Background: an optimization exercise with open tools, aiming at a short achievable clock period and few clock cycles per item. Do not read the settings as production practice.
Only the layout flow was run in this run; the RTL was not checked for function there.
No activity file was given, so power comes from the tool's default toggle rates.

==> flow/design.v <==
module tms1100_core (
    input  wire        clk,
    input  wire        rst,         
    output wire [10:0] rom_addr,    
    input  wire [7:0]  rom_data,    
    input  wire [3:0]  k_in,        
    output wire [4:0]  o_out,       
    output wire [10:0] r_out,       
    output wire        retire       
);
    reg        rst_q;
    reg [10:0] fa;           
    reg [10:0] fa_alt;       
    reg [10:0] fa_d;         
    reg        dv;           
    reg        d_pred;       
    reg        hit_q;        
    reg        bv;           
    reg [10:0] btag;         
    reg [10:0] btgt;         
    reg [1:0]  x;
    reg [3:0]  y;
    reg [3:0]  x_oh;         
    reg [15:0] y_oh;         
    reg [7:0]  ir;
    reg        ev;           
    reg        pend;         
    reg        pend_b;       
    reg [10:0] rec;          
    reg [3:0]  mreg;         
    reg [5:0]  e_addr;       
    reg [10:0] e_pc;         
    reg        e_sflag;      
    reg        f_stype;      
    reg        f_sfl;        
    reg        f_we;         
    reg [63:0] e_sel;        
    reg        f_wd_a;       
    reg        f_wd_c4;      
    reg        f_wd_bit;     
    reg        e_x_m;        
    reg        e_x_c4;
    reg        e_y_na;
    reg        e_y_a;
    reg        e_y_15;
    reg        e_cin;
    reg        f_comc;       
    reg        f_ldp;        
    reg        f_s1;         
    reg g_we, g_wd_a, g_wd_c4, g_wd_bit;
    reg g_a_m, g_a_k, g_a_y, g_a_0, g_a_sum;
    reg g_s_sum, g_s_mnea, g_s_ynea, g_s_knez, g_s_tbit, g_s_mnez, g_s_ynec, g_sfl;
    reg g_x_m, g_x_c4, g_y_na, g_y_a, g_y_15, g_cin;
    reg g_tdo, g_rstr, g_setr, g_tay, g_tmy;
    always @(*) begin
        {g_we, g_wd_a, g_wd_c4, g_wd_bit} = 4'b0;
        {g_a_m, g_a_k, g_a_y, g_a_0, g_a_sum} = 5'b0;
        {g_s_sum, g_s_mnea, g_s_ynea, g_s_knez, g_s_tbit, g_s_mnez, g_s_ynec, g_sfl} = 8'b0;
        {g_x_m, g_x_c4, g_y_na, g_y_a, g_y_15, g_cin} = 6'b0;
        {g_tdo, g_rstr, g_setr, g_tay, g_tmy} = 5'b0;
        casez (ir)
            8'h00: g_s_mnea = 1'b1;                                           
            8'h01: {g_s_sum, g_x_m, g_y_na, g_cin} = 4'b1111;                 
            8'h02: g_s_ynea = 1'b1;                                           
            8'h03: {g_we, g_wd_a, g_a_m} = 3'b111;                            
            8'h04, 8'h05: g_sfl = 1'b1;                                       
            8'h06: {g_a_sum, g_s_sum, g_x_m, g_y_a} = 4'b1111;                
            8'h07: {g_a_sum, g_s_sum, g_x_m, g_y_15} = 4'b1111;               
            8'h08: g_a_k = 1'b1;                                              
            8'h0A: g_tdo = 1'b1;                                              
            8'h0C: g_rstr = 1'b1;                                             
            8'h0D: g_setr = 1'b1;                                             
            8'h0E: g_s_knez = 1'b1;                                           
            8'h20: g_tay = 1'b1;                                              
            8'h21: g_a_m = 1'b1;                                              
            8'h22: g_tmy = 1'b1;                                              
            8'h23: g_a_y = 1'b1;                                              
            8'h24, 8'h25: {g_we, g_wd_a, g_sfl} = 3'b111;                     
            8'h26: {g_we, g_wd_a, g_a_0} = 3'b111;                            
            8'h27: {g_we, g_wd_a} = 2'b11;                                    
            8'b0011_0???: {g_we, g_wd_bit} = 2'b11;                           
            8'b0011_10??: g_s_tbit = 1'b1;                                    
            8'h3C: {g_a_sum, g_s_sum, g_x_m, g_y_na, g_cin} = 5'b11111;       
            8'h3D: {g_a_sum, g_s_sum, g_y_na, g_cin} = 4'b1111;               
            8'h3E: {g_a_sum, g_s_sum, g_x_m, g_cin} = 4'b1111;                
            8'h3F: g_s_mnez = 1'b1;                                           
            8'h5?: g_s_ynec = 1'b1;                                           
            8'h6?: {g_we, g_wd_c4} = 2'b11;                                   
            8'h7F: g_a_0 = 1'b1;                                              
            8'h7?: {g_a_sum, g_s_sum, g_x_c4, g_y_a, g_cin} = 5'b11111;       
            default: ;
        endcase
    end
    wire g_br   = (ir[7:6] == 2'b10);
    wire g_call = (ir[7:6] == 2'b11);
    wire g_retn = (ir == 8'h0F);
    wire       e_stype = f_stype;
    wire       e_sfl = f_sfl;
    wire       e_we = f_we;
    wire       e_wd_a = f_wd_a;
    wire       e_wd_c4 = f_wd_c4;
    wire       e_wd_bit = f_wd_bit;
    wire       e_a_m = ev_i & g_a_m;
    wire       e_a_k = ev_i & g_a_k;
    wire       e_a_y = ev_i & g_a_y;
    wire       e_a_0 = ev_i & g_a_0;
    wire       e_a_sum = ev_i & g_a_sum;
    wire       e_s_sum = ev_i & g_s_sum;
    wire       e_s_mnea = ev_i & g_s_mnea;
    wire       e_s_ynea = ev_i & g_s_ynea;
    wire       e_s_knez = ev_i & g_s_knez;
    wire       e_s_tbit = ev_i & g_s_tbit;
    wire       e_s_mnez = ev_i & g_s_mnez;
    wire       e_s_ynec = ev_i & g_s_ynec;
    wire       e_tdo = ev_i & g_tdo;
    wire       e_rstr = ev_i & g_rstr;
    wire       e_setr = ev_i & g_setr;
    wire       e_tay = ev_i & g_tay;
    wire       e_tmy = ev_i & g_tmy;
    wire       e_br = ev_i & g_br;
    wire       e_call = ev_i & g_call;
    wire       e_retn = ev_i & g_retn;
    wire       e_comc = f_comc;
    wire       e_ldp = f_ldp;
    wire       e_s1 = f_s1;
    wire       ev_i = f_s1 | f_stype | f_sfl;    
    wire [63:0] e_wen = {64{e_we}} & e_sel;
    reg [3:0]  a;
    reg        s;
    reg        sl;
    reg [4:0]  o;
    reg [10:0] r;
    reg [3:0]  ram [0:63];
    reg [3:0]  pb;
    reg [5:0]  sr;
    reg        cl;
    reg        cb, cs;
    assign rom_addr = fa;
    assign o_out    = o;
    assign r_out    = r;
    assign retire   = ev;
    function [3:0] inc4(input [3:0] v);
        inc4 = {v[3] ^ (v[2] & v[1] & v[0]), v[2] ^ (v[1] & v[0]), v[1] ^ v[0], ~v[0]};
    endfunction
    function [3:0] dec4(input [3:0] v);
        dec4 = {v[3] ^ ~(v[2] | v[1] | v[0]), v[2] ^ ~(v[1] | v[0]), v[1] ^ ~v[0], ~v[0]};
    endfunction
    function [15:0] oh16(input [3:0] v);
        integer k;
        for (k = 0; k < 16; k = k + 1)
            oh16[k] = (v == k);
    endfunction
    wire [7:0] op   = ir;
    wire [3:0] c4   = {op[0], op[1], op[2], op[3]};    
    wire [1:0] bidx = {op[0], op[1]};                  
    wire [3:0] m    = mreg;
    wire [3:0] bmask  = {bidx == 2'd3, bidx == 2'd2, bidx == 2'd1, bidx == 2'd0};
    wire [3:0] m_bit  = op[2] ? (m & ~bmask) : (m | bmask);
    wire [3:0] ram_wd = ({4{e_wd_a}} & a) | ({4{e_wd_c4}} & c4) | ({4{e_wd_bit}} & m_bit);
    wire [3:0] alu_x  = ({4{e_x_m}} & m) | ({4{e_x_c4}} & c4);
    wire [3:0] alu_y  = ({4{e_y_na}} & ~a) | ({4{e_y_a}} & a) | {4{e_y_15}};
    wire [4:0] sum    = {1'b0, alu_x} + {1'b0, alu_y} + {4'd0, e_cin};
    wire [3:0] a_n = e_a_m   ? m :
                     e_a_k   ? k_in :
                     e_a_y   ? y :
                     e_a_0   ? 4'd0 :
                     e_a_sum ? sum[3:0] : a;
    wire       s_n = ~((e_s_sum  & ~sum[4]) |
                       (e_s_mnea & (m == a)) |
                       (e_s_ynea & (y == a)) |
                       (e_sfl    & ~e_sflag) |
                       (e_s_knez & (k_in == 4'd0)) |
                       (e_s_tbit & ~|(m & bmask)) |
                       (e_s_mnez & (m == 4'd0)) |
                       (e_s_ynec & (y == c4)));
    wire [10:0] r_sel = y_oh[10:0];
    wire [10:0] r_n   = e_setr ? (r | r_sel) : e_rstr ? (r & ~r_sel) : r;
    wire       br_t   = (e_br | e_call) & s;      
    wire       call_n = e_call & s & ~cl;          
    wire [3:0] pb_n   = e_ldp ? c4 : (e_call & s) ? e_pc[9:6] : pb;
    wire [5:0] sr_n   = call_n ? e_pc[5:0] + 6'd1 : sr;
    wire       cs_n   = call_n ? e_pc[10] : cs;
    wire       cl_n   = ~e_retn & (cl | (e_call & s));
    wire       cb_n   = cb ^ e_comc;
    wire [10:0] br_tgt = {cb, cl ? e_pc[9:6] : pb, op[5:0]};
    wire       s_next = e_s1 | ((e_stype | e_sfl) ? s_n : s);
    wire [7:0] dop      = rom_data;
    wire       taken_l  = pend & s;           
    wire       ntaken_l = pend & ~s;          
    wire       rec_b    = pend_b & ~s;        
    wire       e_kill   = e_retn | e_tay | e_tmy;
    wire [10:0] e_tgt   = (e_retn & cl) ? {cs, pb, sr} :
                          {e_pc[10], e_retn ? pb : e_pc[9:6], e_pc[5:0] + 6'd1};
    wire       d_ok     = dv & ~taken_l & ~rec_b & ~e_kill;    
    wire [3:0] pb_f     = e_ldp ? c4 : pb;
    wire       cb_f     = cb ^ e_comc;
    wire [4:0] br_hi    = {cb_f, cl ? fa_d[9:6] : pb_f};
    wire       ls_k     = ~e_stype;
    wire       ls_v     = e_s1 | (e_sfl & e_sflag) | (~e_s1 & ~e_sfl & s);
    wire       known_nt = ls_k & ~ls_v;
    wire       hit_ok   = (fa[10:6] == br_hi);
    wire       p_nt     = d_ok & d_pred & known_nt;             
    wire       p_fix    = d_ok & d_pred & ~known_nt & ~hit_ok;  
    wire       if_bad   = ntaken_l | p_nt;
    wire [10:0] seq_cur = if_bad ? fa_alt : fa;                  
    wire       hit      = hit_q;               
    wire       d_br     = dop[7];
    wire       d_retn   = (dop == 8'h0F);
    wire       d_pend   = d_ok & ~d_pred & d_br & ~ls_k;
    wire       d_pend_b = d_ok & d_pred & ~ls_k;
    wire [5:0] d_addr = {x, y};
    wire       m_fwd  = e_we & (e_addr == d_addr);
    wire [3:0] x_rd   = x_oh & {4{~m_fwd}};
    reg  [3:0] m_col [0:3];
    reg  [3:0] m_ram;
    integer    xi, yi;
    always @(*) begin
        for (xi = 0; xi < 4; xi = xi + 1) begin
            m_col[xi] = 4'd0;
            for (yi = 0; yi < 16; yi = yi + 1)
                m_col[xi] = m_col[xi] | ({4{y_oh[yi]}} & ram[xi * 16 + yi]);
        end
        m_ram = 4'd0;
        for (xi = 0; xi < 4; xi = xi + 1)
            m_ram = m_ram | ({4{x_rd[xi]}} & m_col[xi]);
    end
    wire [3:0] m_rd   = m_ram | ({4{m_fwd}} & ram_wd);
    wire [3:0] c4d    = {dop[0], dop[1], dop[2], dop[3]};              
    wire       y_dec  = d_ok & (dop[7:6] == 2'b00) & (dop[4:0] == 5'b00100);   
    wire       y_inc  = d_ok & (((dop[7:6] == 2'b00) & (dop[4:0] == 5'b00101)) |
                                (dop[7:4] == 4'h6));                      
    wire       y_tcy  = d_ok & (dop[7:4] == 4'h4);                        
    wire       y_hold = ~(y_dec | y_inc | y_tcy | e_tay | e_tmy);
    wire       x_comx = d_ok & (dop == 8'h09);                            
    wire       x_ldx  = d_ok & (dop[7:3] == 5'b00101);                    
    wire       x_hold = ~(x_comx | x_ldx);
    wire [3:0] y_n    = ({4{y_dec}} & dec4(y)) | ({4{y_inc}} & inc4(y)) | ({4{y_tcy}} & c4d) |
                        ({4{e_tay}} & a) | ({4{e_tmy}} & mreg) | ({4{y_hold}} & y);
    wire [15:0] y_oh_n = ({16{y_dec}} & {y_oh[0], y_oh[15:1]}) |
                         ({16{y_inc}} & {y_oh[14:0], y_oh[15]}) |
                         ({16{y_tcy}} & oh16(c4d)) |
                         ({16{e_tay}} & oh16(a)) | ({16{e_tmy}} & oh16(mreg)) |
                         ({16{y_hold}} & y_oh);
    wire [1:0] x_n    = ({2{x_comx}} & {~x[1], x[0]}) | ({2{x_ldx}} & {dop[1], dop[2]}) |
                        ({2{x_hold}} & x);
    wire [3:0] x_oh_n = ({4{x_comx}} & {x_oh[1:0], x_oh[3:2]}) |
                        ({4{x_ldx}} & {dop[1] & dop[2], dop[1] & ~dop[2], ~dop[1] & dop[2], ~dop[1] & ~dop[2]}) |
                        ({4{x_hold}} & x_oh);
    wire       sflag_n = y_inc ? y_oh[15] : ~y_oh[0];
    wire        base_seq = ~rec_b & ~e_kill & ~if_bad;
    wire [10:0] fa_inc   = {fa[10:6], fa[5:0] + 6'd1};
    wire        nt_next  = d_ok & (dop[7:6] == 2'b00) & (dop[4:1] == 4'b0010) &
                           (dop[0] ? ~y_oh[15] : y_oh[0]);
    wire        hit_p    = hit & ~nt_next;
    wire [10:0] fa_base  = rec_b ? rec : e_kill ? e_tgt : if_bad ? fa_alt : hit_p ? btgt : fa_inc;
    wire        sel_br   = (d_ok & ~d_pred & (~ls_k | ls_v) & d_br) | p_fix;
    wire        sel_none = ~sel_br;
    wire [10:0] fa_n     = sel_br ? {br_hi, dop[5:0]} : fa_base;
    wire        dv_n     = sel_br ? d_pend : (sel_none & base_seq);
    wire        pred_n   = sel_none & base_seq & hit_p;
    wire [10:0] btag_n   = (e_br & s) ? e_pc : btag;
    wire        hit_n    = sel_none & base_seq & ~hit_p & (bv | (e_br & s)) & (fa_inc == btag_n);
    reg d_we, d_wd_a, d_wd_c4, d_wd_bit;
    reg d_a_m, d_a_k, d_a_y, d_a_0, d_a_sum;
    reg d_s_sum, d_s_mnea, d_s_ynea, d_s_knez, d_s_tbit, d_s_mnez, d_s_ynec, d_sfl;
    reg d_x_m, d_x_c4, d_y_na, d_y_a, d_y_15, d_cin;
    reg d_tdo, d_rstr, d_setr, d_tay, d_tmy;
    always @(*) begin
        {d_we, d_wd_a, d_wd_c4, d_wd_bit} = 4'b0;
        {d_a_m, d_a_k, d_a_y, d_a_0, d_a_sum} = 5'b0;
        {d_s_sum, d_s_mnea, d_s_ynea, d_s_knez, d_s_tbit, d_s_mnez, d_s_ynec, d_sfl} = 8'b0;
        {d_x_m, d_x_c4, d_y_na, d_y_a, d_y_15, d_cin} = 6'b0;
        {d_tdo, d_rstr, d_setr, d_tay, d_tmy} = 5'b0;
        casez (dop)
            8'h00: d_s_mnea = 1'b1;                                           
            8'h01: {d_s_sum, d_x_m, d_y_na, d_cin} = 4'b1111;                 
            8'h02: d_s_ynea = 1'b1;                                           
            8'h03: {d_we, d_wd_a, d_a_m} = 3'b111;                            
            8'h04, 8'h05: d_sfl = 1'b1;                                       
            8'h06: {d_a_sum, d_s_sum, d_x_m, d_y_a} = 4'b1111;                
            8'h07: {d_a_sum, d_s_sum, d_x_m, d_y_15} = 4'b1111;               
            8'h08: d_a_k = 1'b1;                                              
            8'h0A: d_tdo = 1'b1;                                              
            8'h0C: d_rstr = 1'b1;                                             
            8'h0D: d_setr = 1'b1;                                             
            8'h0E: d_s_knez = 1'b1;                                           
            8'h20: d_tay = 1'b1;                                              
            8'h21: d_a_m = 1'b1;                                              
            8'h22: d_tmy = 1'b1;                                              
            8'h23: d_a_y = 1'b1;                                              
            8'h24, 8'h25: {d_we, d_wd_a, d_sfl} = 3'b111;                     
            8'h26: {d_we, d_wd_a, d_a_0} = 3'b111;                            
            8'h27: {d_we, d_wd_a} = 2'b11;                                    
            8'b0011_0???: {d_we, d_wd_bit} = 2'b11;                           
            8'b0011_10??: d_s_tbit = 1'b1;                                    
            8'h3C: {d_a_sum, d_s_sum, d_x_m, d_y_na, d_cin} = 5'b11111;       
            8'h3D: {d_a_sum, d_s_sum, d_y_na, d_cin} = 4'b1111;               
            8'h3E: {d_a_sum, d_s_sum, d_x_m, d_cin} = 4'b1111;                
            8'h3F: d_s_mnez = 1'b1;                                           
            8'h5?: d_s_ynec = 1'b1;                                           
            8'h6?: {d_we, d_wd_c4} = 2'b11;                                   
            8'h7F: d_a_0 = 1'b1;                                              
            8'h7?: {d_a_sum, d_s_sum, d_x_c4, d_y_a, d_cin} = 5'b11111;       
            default: ;
        endcase
    end
    wire d_stype = d_s_sum | d_s_mnea | d_s_ynea | d_s_knez | d_s_tbit | d_s_mnez | d_s_ynec;
    integer i;
    always @(posedge clk) begin
        rst_q <= rst;
        if (rst) begin
            fa     <= 11'd0;
            dv     <= 1'b0;
            ev     <= 1'b0;
            pend   <= 1'b0;
            pend_b <= 1'b0;
            d_pred <= 1'b0;
            hit_q  <= 1'b0;
            bv     <= 1'b0;
            btag   <= 11'd0;
            btgt   <= 11'd0;
        end else begin
            ev     <= d_ok;
            pend   <= d_pend;
            pend_b <= d_pend_b;
            fa     <= fa_n;
            dv     <= dv_n;
            d_pred <= pred_n;
            hit_q  <= hit_n;
            if (e_br & s) begin
                bv   <= 1'b1;
                btag <= e_pc;
                btgt <= br_tgt;
            end
        end
        fa_alt  <= {fa[10:6], fa[5:0] + 6'd1};
        rec     <= fa_alt;
        fa_d    <= fa;
        e_pc    <= fa_d;
        if (rst) begin
            f_stype <= 1'b0;
            f_sfl <= 1'b0;
            f_we <= 1'b0;
            f_wd_a <= 1'b0;
            f_wd_c4 <= 1'b0;
            f_wd_bit <= 1'b0;
            f_comc <= 1'b0;
            f_ldp <= 1'b0;
            f_s1 <= 1'b0;
        end else begin
            f_stype <= d_ok & d_stype;
            f_sfl <= d_ok & d_sfl;
            f_we <= d_ok & d_we;
            f_wd_a <= d_ok & d_wd_a;
            f_wd_c4 <= d_ok & d_wd_c4;
            f_wd_bit <= d_ok & d_wd_bit;
            f_comc <= d_ok & ((dop == 8'h0B));
            f_ldp <= d_ok & ((dop[7:4] == 4'h1));
            f_s1 <= d_ok & ~d_stype & ~d_sfl;
        end
        ir      <= dop;
        e_x_m   <= d_x_m;
        e_x_c4  <= d_x_c4;
        e_y_na  <= d_y_na;
        e_y_a   <= d_y_a;
        e_y_15  <= d_y_15;
        e_cin   <= d_cin;
        e_sflag <= sflag_n;
        mreg    <= m_rd;
        e_addr  <= d_addr;
        for (i = 0; i < 64; i = i + 1)
            e_sel[i] <= x_oh[i / 16] & y_oh[i % 16];
        if (rst) begin
            o <= 5'd0;
            r <= 11'd0;
        end else begin
            if (e_tdo)
                o <= {sl, a};
            r <= r_n;
        end
        if (rst_q) begin
            x    <= 2'd0;
            y    <= 4'd0;
            x_oh <= 4'b0001;
            y_oh <= 16'd1;
            a    <= 4'd0;
            s    <= 1'b1;
            sl   <= 1'b0;
            pb   <= 4'd0;
            sr   <= 6'd0;
            cl   <= 1'b0;
            cb   <= 1'b0;
            cs   <= 1'b0;
            for (i = 0; i < 64; i = i + 1)
                ram[i] <= 4'hA;
        end else begin
            x    <= x_n;
            x_oh <= x_oh_n;
            y    <= y_n;
            y_oh <= y_oh_n;
            a  <= a_n;
            s  <= s_next;
            pb <= pb_n;
            sr <= sr_n;
            cl <= cl_n;
            cb <= cb_n;
            cs <= cs_n;
            if (e_s_ynea)
                sl <= s_n;
            for (i = 0; i < 64; i = i + 1)
                if (e_wen[i])
                    ram[i] <= ram_wd;
        end
    end
endmodule
==> flow/run.sh <==
#!/bin/bash
# synth_recipe.tcl (not shown) runs the flow's synth.tcl, then flattens the netlist and writes it again
# the make line also repeats each setting of config.mk as NAME=value (left out here)
make -C /OpenROAD-flow-scripts/flow DESIGN_CONFIG=/design/flow/config.mk WORK_HOME=/design/flow/orfs CLKGATE_MAP_FILE= SYNTH_SCRIPT=/design/flow/synth_recipe.tcl finish
==> flow/config.mk <==
export PLATFORM = sky130hd
export DESIGN_NAME = tms1100_core
export DESIGN_NICKNAME = tms1100_core
export VERILOG_FILES = /design/flow/design.v
export SDC_FILE = /design/flow/constraint.sdc
export NUM_CORES = 4
export LEC_CHECK = 0
export ABC_CLOCK_PERIOD_IN_PS = 2000
export CAP_MARGIN = 20
export CORE_MARGIN = 2
export CORE_UTILIZATION = 40
export SETUP_SLACK_MARGIN = 4.0
export SLEW_MARGIN = 20
==> flow/constraint.sdc <==
create_clock -name core_clock -period 6.0 [get_ports {clk}]
set_input_delay 1.2000 -clock core_clock [delete_from_list [all_inputs] [get_ports {clk}]]
set_output_delay 1.2000 -clock core_clock [all_outputs]
set_load 0.01 [all_outputs]
==> results_tabular.tex <==
\begin{tabular}{lr}
\hline
Metric & Value \\
\hline
\multicolumn{2}{l}{\textbf{Outcome}} \\
Result of the run & no timing/DRC/antenna violations \\
\multicolumn{2}{l}{\textbf{Yosys}} \\
Number of distinct library cell variants in the gate-level netlist after synthesis & 79 \\
Mapped Cells & 2347 \\
Cell taking the most area after synthesis & sky130\_fd\_sc\_hd\_\_dfxtp\_1 \\
Post-synthesis instance area & just over 0.02 mm² \\
Number of warnings reported in the yosys synthesis log & 3 \\
Main synth FF type & sky130\_fd\_sc\_hd\_\_dfxtp\_1 \\
Average footprint of a synthesized cell & 8.601 µm² \\
Area share of the largest cell type after synthesis & 48.60\% \\
Number of storage elements in the synthesis netlist & 490 \\
Register area share after synthesis & 48.60\% \\
Nets in the synthesized netlist & 2370 \\
Share of flip-flops with an asynchronous set or reset & 0\% \\
Most common cell in the synthesized netlist & sky130\_fd\_sc\_hd\_\_dfxtp\_1 \\
Top post-synthesis cells by area & sky130\_fd\_sc\_hd\_\_dfxtp\_1 (49\%), sky130\_fd\_sc\_hd\_\_nor2\_1 (6.1\%), sky130\_fd\_sc\_hd\_\_nand2\_1 (5.8\%) \\
Most numerous cell types in the synthesized netlist & sky130\_fd\_sc\_hd\_\_dfxtp\_1 (490), sky130\_fd\_sc\_hd\_\_nor2\_1 (330), sky130\_fd\_sc\_hd\_\_nand2\_1 (310), sky130\_fd\_sc\_hd\_\_a21oi\_1 (202), sky130\_fd\_sc\_hd\_\_clkbuf\_1 (144) \\
EDFF count, synth & 0 \\
\multicolumn{2}{l}{\textbf{Pwr}} \\
VDD IR max & 0.0002521 V \\
Overall power after layout & 7.262 mW \\
Leak & 10.80 nW \\
PwrDens & 261.5 mW/mm² \\
\multicolumn{2}{l}{\textbf{Floorplan}} \\
Core area & 0.04997 mm² \\
Horizontal die dimension & 228.6 µm \\
Count of boundary I/O pins & 42 \\
Area of the die & roughly 0.052 mm² \\
Placement Rows & 82 \\
Die Y-Extent & 228.6 µm \\
Effective utilization at floorplan & about two fifths \\
\multicolumn{2}{l}{\textbf{Timing}} \\
Final setup violating endpoints & 0 \\
TNS Setup & 0 ns \\
Final setup slack of the worst path & 3.419 ns \\
Total count of max-transition violations in the final report & 0 \\
Remaining max-slew budget at the tightest pin & $\sim$25\% \\
Clock period minus final worst setup slack & 2.581 ns \\
Worst-Margin Slew & approximately 1.1 ns \\
Unrepaired setup endpoints after global routing & true \\
Hold Vio Cnt, Final & 0 \\
Final worst hold slack & 0.3259 ns \\
Max Clock Skew & 0.06141 ns \\
Fmax & 387.5 MHz \\
Post-route clock period utilization & around 43\% \\
\multicolumn{2}{l}{\textbf{Global routing}} \\
Initial antenna violation count & 0 \\
Global-route wire length before repair & 112.5 mm \\
Total global routing overflow & 0 \\
Global-route usage over all layers & 27.62\% \\
Maximum number of pins on one net before global-route repair & 75 \\
Vias in the first global route & 18.43k \\
\multicolumn{2}{l}{\textbf{Final layout}} \\
Fraction of layout cells with a size suffix above 1 & 31.57\% \\
Final \#Nets & 2502 \\
Synthesis-to-layout area growth & 37.59\% \\
Final instance area & 0.02777 mm² \\
Antenna Diode Count & 0 \\
Core Util, Final & 55.58\% \\
Fin cells & around 3.2k \\
\multicolumn{2}{l}{\textbf{Clocking}} \\
CTS tree & built \\
Worst-Skew Late Latency & 0.63 ns \\
Maximum clock insertion buffer count & 3 \\
TritonCTS Buffers & 52 \\
H-tree levels & 2 \\
Buffer cell driving the clock tree root & sky130\_fd\_sc\_hd\_\_clkbuf\_16 \\
Total clock sinks & 490 \\
Worst-path clk slew & 0.06 ns \\
\multicolumn{2}{l}{\textbf{Routing}} \\
Post-route DRC violation count & 0 \\
Post-DR vias/cell & 6.054 \\
Number of routed nets with antenna violations & 0 \\
Number of detailed-routing iterations run before antenna repair & 10 \\
Detail-routed net length per standard cell & 24.04 µm \\
Initial detailed-routing violation count & around 2.2k \\
Via count & between 15k and 20k \\
Final Routed Wirelength & between 70 and 80 mm \\
\multicolumn{2}{l}{\textbf{Critical path}} \\
Arrival time worst endpoint & $\sim$3 ns \\
Setup slack of the worst register-to-register path & 3.48 ns \\
Worst path required time & between 6 and 7 ns \\
Capture instance of the worst register-to-register path & y\_oh[10] \\
Startpoint type of the worst setup path & input pin \\
Worst reg2reg path depth & 7 \\
Critical R2R Launch & ir[3] \\
Peak fanout along the critical path & 20 \\
Worst setup path start & rom\_data[2] \\
Critical path endpoint category & flop \\
Path type of the worst setup path & in2reg \\
\multicolumn{2}{l}{\textbf{Placement}} \\
Post-detailed-placement cell area & 0.02118 mm² \\
Routability congestion estimate from global placement & 0.9068 \\
Placed wire-length estimate after detailed placement & slightly below 40 mm \\
Port-buffer cells & approximately 40 \\
Cell count after placement & roughly 2.9k \\
Dpl ws & 1.877 ns \\
\multicolumn{2}{l}{\textbf{Hold path}} \\
Hold crit path type & reg2reg \\
Source of the worst hold timing path & fa\_d[3] \\
Hold depth & 0 \\
Hold EP & e\_pc[3] \\
\multicolumn{2}{l}{\textbf{Job}} \\
Number of max-cap violations & 0 \\
\hline
\end{tabular}
[worst max path at each step]
stage / slack, ns / to / cells past startpoint
6_report: 3.42 / y_oh[10] / 8
5_1_grt: 3.44 / y[3] / 9
2_1_floorplan: 3.28 / fa[8] / 9
3_5_place_dp: 1.88 / fa[4] / 8
4_1_cts: 3.51 / y[1] / 8
3_3_place_gp: 1.93 / fa[3] / 8
[cells by family (layout without fill, tap and decap cells)]
| kind of cell | after synthesis | after routing | synth area share (%) |
|---|---|---|---|
| multiplexers | 41 | 41 | 2.114 |
| AND/OR/NAND/NOR | 908 | 909 | 20.28 |
| adder cells (fa/ha/maj) | 9 | 9 | 0.6322 |
| XOR/XNOR | 47 | 47 | 2.039 |
| AO/OA/AOI/OAI | 650 | 651 | 22.33 |
| flip-flops | 490 | 490 | 48.60 |
| buffers and inverters | 202 | 374 | 4.010 |
[registers in the layout (all words and copies together), names as in the netlist, 11 cells and up, named ones only]
register and count:
e_sel 64, btag 11, fa 11, y_oh 16, btgt 11, rec 11
fa_alt 11, ram 256
[critical path, stage by stage]
cell                       delay [ns]
sky130_fd_sc_hd__buf_6           0.17
sky130_fd_sc_hd__nor3b_4         0.33
sky130_fd_sc_hd__nand2_2         0.19
sky130_fd_sc_hd__nand2_1         0.26
sky130_fd_sc_hd__a31oi_4         0.13
sky130_fd_sc_hd__buf_12          0.16
sky130_fd_sc_hd__a222oi_1        0.43
sky130_fd_sc_hd__a31oi_1         0.15
[routing by layer]
| layer | up-vias | share of wire [%] | GRT usage (%) |
|---|---|---|---|
| li1 | 8710 | - | - |
| met1 | 9376 | 40 | 35.08 |
| met2 | 990 | 47 | 44.98 |
| met3 | 253 | 8.7 | 6.050 |
| met4 | 0 | 4.9 | 12.32 |
| met5 | - | 0 | 0 |
[cells in the final DEF, fill, tap and decap left out, types with 13 or more instances in the layout]
cell type                     n
sky130_fd_sc_hd__clkbuf_16   56
sky130_fd_sc_hd__nand4_1     26
sky130_fd_sc_hd__dfxtp_2     30
sky130_fd_sc_hd__xor2_1      27
sky130_fd_sc_hd__buf_12      30
sky130_fd_sc_hd__a31oi_1     21
sky130_fd_sc_hd__nand2_2     21
sky130_fd_sc_hd__a21oi_1     89
sky130_fd_sc_hd__a21oi_2    113
sky130_fd_sc_hd__dfxtp_4     28
sky130_fd_sc_hd__a221oi_1    20
sky130_fd_sc_hd__xnor2_1     17
sky130_fd_sc_hd__o211ai_1   130
sky130_fd_sc_hd__nand3_1     39
sky130_fd_sc_hd__buf_4      115
sky130_fd_sc_hd__nor2_4     111
sky130_fd_sc_hd__nor2b_1     13
sky130_fd_sc_hd__mux2i_1     37
sky130_fd_sc_hd__buf_6       67
sky130_fd_sc_hd__o21ai_0     18
sky130_fd_sc_hd__and2_1      70
sky130_fd_sc_hd__a22o_1      31
sky130_fd_sc_hd__nor2_1     213
sky130_fd_sc_hd__a22oi_1     90
sky130_fd_sc_hd__a222oi_1    21
sky130_fd_sc_hd__buf_16      23
sky130_fd_sc_hd__dfxtp_1    432
sky130_fd_sc_hd__clkbuf_8    17
sky130_fd_sc_hd__nand2_1    279
sky130_fd_sc_hd__nor3_1      15
[report_power, final]
part	leakage, nW	switching, mW	internal, mW
Clock	0.927	1.42	2.12
Combinational	5.88	0.233	0.158
Sequential	3.99	0.0485	3.28
[final cells by class]
cell class | count | area (µm²)
clock inverters | 21 | 339.1
fillers | 4280 | 22190
inverters | 15 | 63.81
flip-flops and latches | 490 | 9952
multi-input cells | 1657 | 11670
clock buffers | 75 | 1558
repair buffers | 263 | 3348
well taps | 672 | 840.8
[timing repair]
item,CTS,global route
pin swaps,117,240
buffers inserted,112,36
endpoints found under the hold margin,0,0
resized for setup,554,352
setup endpoints to repair,392,373
gates cloned,33,5
hold buffers,0,0

afterwards: timing with drivers on the ports:
How much do the figures lean on ideal ports? The routed layout below was timed once more, with nothing changed but the port constraints.
Step 1 (the two cells are an assumption about what drives the block):
set clk [get_ports {clk}]
set_driving_cell -lib_cell sky130_fd_sc_hd__clkbuf_16 $clk
set_driving_cell -lib_cell sky130_fd_sc_hd__buf_2 [delete_from_list [all_inputs] $clk]
Step 2, shift: input delay + t, output delay - t, t = (earliest + latest rising clock arrival at the registers) / 2. This alone moves slack from input paths to output paths.
a / b / c = ideal ports / drivers / drivers and shift; a / b = the first two.
shift t [ns]: 0.655
slack for setup (ns): 3.419 / 3.434 / 2.779
latest minus earliest clock arrival (ns): 0.062 / 0.061
worst slew at a driven data input, ns: 0.04
cell pins on the clock port's net: 1
After both steps this run still meets setup and hold. The setup slack of this run moves by +0.015 ns with the drivers and by -0.640 ns with both steps.
